Background: an optimization exercise with open tools, aiming at small area, a short achievable clock period and few clock cycles. Do not read the settings as production practice.

== v4 ==
==> flow/design.v <==
module fsyn_calc (
    input             clk,
    input             rst,
    input             in_valid,
    output            in_ready,
    input      [31:0] in_freq,
    output            out_valid,
    output     [31:0] ms_a,
    output     [19:0] ms_b,
    output     [17:0] ms_p1,
    output     [19:0] ms_p2,
    output            ms_range_err,
    output            div_zero,
    output     [31:0] dds_word,
    output            dds_alias
);
    localparam integer KM = 2;   
    localparam integer KD = 2;   
    localparam [31:0] VCO_HZ = 32'd900000000;
    localparam [20:0] DDS_D  = 21'd1953125;           
    localparam [25:0] DDS_C  = 26'd976562;            
    localparam integer P     = ((6 + KD - 1) / KD) * KD;    
    localparam integer NPRE  = P / KD;
    localparam [1:0] M_A = 2'd0, M_BINIT = 2'd1, M_B = 2'd2, M_DONE = 2'd3;
    reg         busy;
    reg  [31:0] f;
    reg  [33:0] f3;              
    reg         dz;
    reg         alias_r;
    reg  [1:0]  ms_st;
    reg  [5:0]  ms_j;
    reg  [31:0] ms_R;
    reg  [KM-1:0] ms_nb;
    reg  [29:0] Qa;
    reg  [19:0] Qb;
    reg         a_ge8, a_lt2048, a_eq2048, b_zero;
    reg         d_run;
    reg  [5:0]  d_p;
    reg  [20:0] Rd;
    reg  [KD-1:0] d_nb;
    reg  [31:0] Qd;
    wire ms_fin = (ms_st == M_DONE);
    wire d_fin  = ~d_run;
    assign out_valid = busy & ms_fin & d_fin;
    assign in_ready  = ~busy | (ms_fin & d_fin);
    wire accept = in_valid & in_ready;
    function [KM-1:0] vco_bits(input [5:0] j);
        integer u;
        for (u = 0; u < KM; u = u + 1)
            vco_bits[KM-1-u] = (j + u < 32) ? VCO_HZ[31 - (j + u)] : 1'b0;
    endfunction
    integer i;
    reg [5:0]  nm_j0;
    reg [31:0] nm_R0;
    always @(*) begin
        nm_j0 = 6'd0;
        for (i = 0; i < 32; i = i + 1)
            if (in_freq[i]) nm_j0 = ((i + 2 > 32 ? 32 : i + 2) / KM) * KM;
        nm_R0 = VCO_HZ >> (6'd32 - nm_j0);
    end
    wire in_zero = (in_freq == 32'd0);
    wire [33:0] ms_x  = {ms_R, ms_nb};
    wire [34:0] ms_d1 = {1'b0, ms_x} - {3'b000, f};
    wire [34:0] ms_d2 = {1'b0, ms_x} - {2'b00, f, 1'b0};
    wire [34:0] ms_d3 = {1'b0, ms_x} - {1'b0, f3};
    wire [1:0]  ms_q  = ~ms_d3[34] ? 2'd3 : ~ms_d2[34] ? 2'd2 : ~ms_d1[34] ? 2'd1 : 2'd0;
    wire [31:0] ms_Rn = ~ms_d3[34] ? ms_d3[31:0] : ~ms_d2[34] ? ms_d2[31:0] :
                        ~ms_d1[34] ? ms_d1[31:0] : ms_x[31:0];
    wire ms_last = (ms_j == 6'd32 - KM);
    wire [29:0] br     = ms_R[29:0];
    wire [20:0] bl_dec = {1'b0, br[19:0]} - 21'd1;    
    wire        bl_nz  = ~bl_dec[20];
    wire [19:0] bl_m1  = bl_dec[19:0] & {20{bl_nz}};  
    wire [29:0] b_top  = {br[29:20], bl_m1} - {20'd0, br[29:20]};
    wire [19:0] b_low  = ~bl_dec[19:0] & {20{bl_nz}};
    localparam [22:0] DDS_D2 = 2 * DDS_D, DDS_D3 = 3 * DDS_D;
    wire [22:0] d_x  = {Rd, d_nb};
    wire [23:0] d_d1 = {1'b0, d_x} - {3'b000, DDS_D};
    wire [23:0] d_d2 = {1'b0, d_x} - {1'b0, DDS_D2};
    wire [23:0] d_d3 = {1'b0, d_x} - {1'b0, DDS_D3};
    wire [1:0]  d_q  = ~d_d3[23] ? 2'd3 : ~d_d2[23] ? 2'd2 : ~d_d1[23] ? 2'd1 : 2'd0;
    wire [20:0] Rdn  = ~d_d3[23] ? d_d3[20:0] : ~d_d2[23] ? d_d2[20:0] :
                       ~d_d1[23] ? d_d1[20:0] : d_x[20:0];
    wire          in_long = (in_freq >= 32'd125000000);
    wire          d_pre   = (d_p < NPRE);
    wire [P-1:0]  f_pre   = f[5+P:6];
    wire [5:0]    d_pn    = d_p + 6'd1;
    wire [KD-1:0] d_nb_pre = (d_pn < NPRE) ? f_pre[P-1-d_pn*KD -: KD] : Qd[31 -: KD];
    always @(posedge clk) begin
        if (rst) begin
            busy <= 1'b0;
        end else if (accept) begin
            busy <= 1'b1;
        end else if (out_valid) begin
            busy <= 1'b0;
        end
    end
    always @(posedge clk) begin
        if (accept) begin
            f       <= in_freq;
            f3      <= {2'b00, in_freq} + {1'b0, in_freq, 1'b0};
            dz      <= in_zero;
            alias_r <= (in_freq > 32'd62500000);
            ms_st   <= in_zero ? M_DONE : (nm_j0 == 6'd32) ? M_BINIT : M_A;
            ms_j    <= nm_j0;
            d_run   <= 1'b1;
        end else begin
            case (ms_st)
                M_A:     begin ms_j <= ms_j + KM; if (ms_last) ms_st <= M_BINIT; end
                M_BINIT: begin ms_j <= 6'd12; ms_st <= M_B; end
                M_B:     begin ms_j <= ms_j + KM; if (ms_last) ms_st <= M_DONE; end
                default: ;
            endcase
            if (d_p == NPRE + 32 / KD - 1) d_run <= 1'b0;
        end
    end
    always @(posedge clk) begin
        if (accept) begin
            ms_R  <= nm_R0;
            ms_nb <= vco_bits(nm_j0);
            Qa    <= 30'd0;
            Qb    <= 20'd0;
            Rd    <= in_long ? in_freq[31:6+P] : in_freq[26:6];
            d_nb  <= in_long ? in_freq[5+P -: KD] : in_freq[5 -: KD];
            Qd    <= {in_freq[5:0], DDS_C};
            d_p   <= in_long ? 6'd0 : NPRE;
        end else begin
            case (ms_st)
                M_A: begin
                    ms_R  <= ms_Rn;
                    ms_nb <= vco_bits(ms_j + KM);
                    Qa    <= {Qa[29-KM:0], ms_q};
                end
                M_BINIT: begin
                    ms_R     <= {2'b00, b_top};
                    ms_nb    <= b_low[19 -: KM];
                    Qb       <= {b_low[19-KM:0], {KM{1'b0}}};
                    a_ge8    <= |Qa[29:3];
                    a_lt2048 <= ~|Qa[29:11];
                    a_eq2048 <= (Qa == 30'd2048);
                    b_zero   <= 1'b1;
                end
                M_B: begin
                    ms_R   <= ms_Rn;
                    ms_nb  <= Qb[19 -: KM];
                    Qb     <= {Qb[19-KM:0], ms_q};
                    b_zero <= b_zero & ~|ms_q;
                end
                default: ;
            endcase
            if (d_run) begin
                Rd  <= Rdn;
                d_nb <= d_pre ? d_nb_pre : Qd[31-KD -: KD];
                if (!d_pre) Qd <= {Qd[31-KD:0], d_q};
                d_p <= d_p + 6'd1;
            end
        end
    end
    wire [10:0] p1_hi = Qa[10:0] - 11'd4;
    assign ms_a         = {2'b00, Qa};
    assign ms_b         = Qb;
    assign ms_p1        = {dz ? 11'd0 : p1_hi, Qb[19:13]};
    assign ms_p2        = {Qb[12:0], Qb[19:13]};
    assign ms_range_err = ~dz & ~(a_ge8 & (a_lt2048 | (a_eq2048 & b_zero)));
    assign div_zero     = dz;
    assign dds_word     = Qd;
    assign dds_alias    = alias_r;
endmodule
export LEC_CHECK = 0
export ABC_CLOCK_PERIOD_IN_PS = 3000
export CAP_MARGIN = 20
export CORE_MARGIN = 2
export CORE_UTILIZATION = 40
export SLEW_MARGIN = 20
create_clock -name core_clock -period 10.0 [get_ports {clk}]
standard.sh (not shown) runs the stock make flow with config.mk's settings and CLKGATE_MAP_FILE= SYNTH_SCRIPT=/design/flow/synth_recipe.tcl, a recipe that flattens the netlist after the stock synthesis.
==> flow/flow/run.sh <==
#!/bin/bash
# Standard ORFS layout (the standard.sh, unchanged synthesis), with timing
# repair aiming at a setup slack of MARGIN ns against the design's own clock
# constraint, so the layout closes at a shorter achieved period.
set -euo pipefail
cd "$(dirname "$0")/.."
bash standard.sh SETUP_SLACK_MARGIN=6.5 finish > standard_flow.log 2>&1
v4 completed; timing, DRC and antenna clean
Modified inputs, v35 compared to v4
--- a/flow/design.v
+++ b/flow/design.v
@@ -11,23 +11,22 @@
     output     [19:0] ms_p2,
     output            ms_range_err,
     output            div_zero,
     output     [31:0] dds_word,
     output            dds_alias
 );
-    localparam integer KM = 2;   
-    localparam integer KD = 2;   
+    parameter integer KM = 2;    
+    parameter integer KD = 2;    
     localparam [31:0] VCO_HZ = 32'd900000000;
     localparam [20:0] DDS_D  = 21'd1953125;           
     localparam [25:0] DDS_C  = 26'd976562;            
     localparam integer P     = ((6 + KD - 1) / KD) * KD;    
     localparam integer NPRE  = P / KD;
     localparam [1:0] M_A = 2'd0, M_BINIT = 2'd1, M_B = 2'd2, M_DONE = 2'd3;
     reg         busy;
     reg  [31:0] f;
-    reg  [33:0] f3;              
     reg         dz;
     reg         alias_r;
     reg  [1:0]  ms_st;
     reg  [5:0]  ms_j;
     reg  [31:0] ms_R;
     reg  [KM-1:0] ms_nb;
@@ -56,34 +55,46 @@
         nm_j0 = 6'd0;
         for (i = 0; i < 32; i = i + 1)
             if (in_freq[i]) nm_j0 = ((i + 2 > 32 ? 32 : i + 2) / KM) * KM;
         nm_R0 = VCO_HZ >> (6'd32 - nm_j0);
     end
     wire in_zero = (in_freq == 32'd0);
-    wire [33:0] ms_x  = {ms_R, ms_nb};
-    wire [34:0] ms_d1 = {1'b0, ms_x} - {3'b000, f};
-    wire [34:0] ms_d2 = {1'b0, ms_x} - {2'b00, f, 1'b0};
-    wire [34:0] ms_d3 = {1'b0, ms_x} - {1'b0, f3};
-    wire [1:0]  ms_q  = ~ms_d3[34] ? 2'd3 : ~ms_d2[34] ? 2'd2 : ~ms_d1[34] ? 2'd1 : 2'd0;
-    wire [31:0] ms_Rn = ~ms_d3[34] ? ms_d3[31:0] : ~ms_d2[34] ? ms_d2[31:0] :
-                        ~ms_d1[34] ? ms_d1[31:0] : ms_x[31:0];
+    integer t;
+    reg [31:0] ms_Rn;
+    reg [KM-1:0] ms_q;
+    reg [32:0] ms_x;
+    reg [33:0] ms_d;
+    always @(*) begin
+        ms_Rn = ms_R;
+        for (t = 0; t < KM; t = t + 1) begin
+            ms_x = {ms_Rn, ms_nb[KM-1-t]};
+            ms_d = {1'b0, ms_x} - {2'b00, f};
+            ms_q[KM-1-t] = ~ms_d[33];
+            ms_Rn = ms_d[33] ? ms_x[31:0] : ms_d[31:0];
+        end
+    end
     wire ms_last = (ms_j == 6'd32 - KM);
     wire [29:0] br     = ms_R[29:0];
     wire [20:0] bl_dec = {1'b0, br[19:0]} - 21'd1;    
     wire        bl_nz  = ~bl_dec[20];
     wire [19:0] bl_m1  = bl_dec[19:0] & {20{bl_nz}};  
     wire [29:0] b_top  = {br[29:20], bl_m1} - {20'd0, br[29:20]};
     wire [19:0] b_low  = ~bl_dec[19:0] & {20{bl_nz}};
-    localparam [22:0] DDS_D2 = 2 * DDS_D, DDS_D3 = 3 * DDS_D;
-    wire [22:0] d_x  = {Rd, d_nb};
-    wire [23:0] d_d1 = {1'b0, d_x} - {3'b000, DDS_D};
-    wire [23:0] d_d2 = {1'b0, d_x} - {1'b0, DDS_D2};
-    wire [23:0] d_d3 = {1'b0, d_x} - {1'b0, DDS_D3};
-    wire [1:0]  d_q  = ~d_d3[23] ? 2'd3 : ~d_d2[23] ? 2'd2 : ~d_d1[23] ? 2'd1 : 2'd0;
-    wire [20:0] Rdn  = ~d_d3[23] ? d_d3[20:0] : ~d_d2[23] ? d_d2[20:0] :
-                       ~d_d1[23] ? d_d1[20:0] : d_x[20:0];
+    reg [20:0] Rdn;
+    reg [KD-1:0] d_q;
+    reg [21:0] d_x;
+    reg [22:0] d_d;
+    always @(*) begin
+        Rdn = Rd;
+        for (t = 0; t < KD; t = t + 1) begin
+            d_x = {Rdn, d_nb[KD-1-t]};
+            d_d = {1'b0, d_x} - {2'b00, DDS_D};
+            d_q[KD-1-t] = ~d_d[22];
+            Rdn = d_d[22] ? d_x[20:0] : d_d[20:0];
+        end
+    end
     wire          in_long = (in_freq >= 32'd125000000);
     wire          d_pre   = (d_p < NPRE);
     wire [P-1:0]  f_pre   = f[5+P:6];
     wire [5:0]    d_pn    = d_p + 6'd1;
     wire [KD-1:0] d_nb_pre = (d_pn < NPRE) ? f_pre[P-1-d_pn*KD -: KD] : Qd[31 -: KD];
     always @(posedge clk) begin
@@ -95,13 +106,12 @@
             busy <= 1'b0;
         end
     end
     always @(posedge clk) begin
         if (accept) begin
             f       <= in_freq;
-            f3      <= {2'b00, in_freq} + {1'b0, in_freq, 1'b0};
             dz      <= in_zero;
             alias_r <= (in_freq > 32'd62500000);
             ms_st   <= in_zero ? M_DONE : (nm_j0 == 6'd32) ? M_BINIT : M_A;
             ms_j    <= nm_j0;
             d_run   <= 1'b1;
         end else begin
==> run summary <==
- Per the comparison of v35 with v4, worst path required time dropped 0.13 ns, clock-buffer cell count dropped 17.
- Diff v4 -> v35 | number of resized instances in the post-cts repair step | down by more than 10%
- The lower cell area after technology mapping of v4 and v35 is in v35.
- Number of buffers between clock root and the deepest sink in v35 is 1 below v4.
- In the tables for v4 and v35, share of the clock period used by the worst path reads higher with v35.
- Average size of a mapped cell in v35 is 0.47% above v4.
- Re non-clock buffer count: v4 and v35 aren't equal, and the higher value belongs to v35.
- On final hold slack: between v4 and v35, it ends up higher for v35.
- Of the two values seen for critical path class, register to register was produced by v35 and input pin to register by v4.
- Between v4 and v35, the flow reports combined flip-flop and latch cell area decreasing by more than 10%.
- Total global routing track utilization is higher on v35
- v35 ends up with a worst-skew pair later-pin latency that is 0.12 ns lower than in v4.
- v35 does worse than v4 on worst reg-to-reg setup slack.
Function was not checked in any run of this note: the RTL went through the layout flow alone.

re-timing with driven ports:
The flow's constraints put no driver on any port. The routed layouts listed below were extracted and timed again, unchanged, in two steps.
Step 1 (the two cells are an assumption about what drives the block):
set clk [get_ports {clk}]
set_driving_cell -lib_cell sky130_fd_sc_hd__clkbuf_16 $clk
set_driving_cell -lib_cell sky130_fd_sc_hd__buf_2 [delete_from_list [all_inputs] $clk]
Step 2 times the ports against the registers' clock, not the clock port: input delays grow and output delays shrink by t, the midpoint of the rising clock arrivals with the driver on.
Three values: ideal, step 1, step 2; two values: the first two.
run | t, ns | setup WS [ns] | worst hold slack (ns) | slew at the worst register clock pin (ns)
v4 | 0.635 | 5.371 / 5.379 / 4.744 | 0.490 / 0.490 / 0.490 | 0.07 / 0.07
v35 | 0.503 | 4.212 / 4.212 / 4.212 | 0.504 / 0.504 / 0.504 | 0.09 / 0.09
After both steps every run listed still meets setup and hold. The setup slack of v4, which loses most, moves by +0.008 ns with the drivers and by -0.627 ns with both steps.
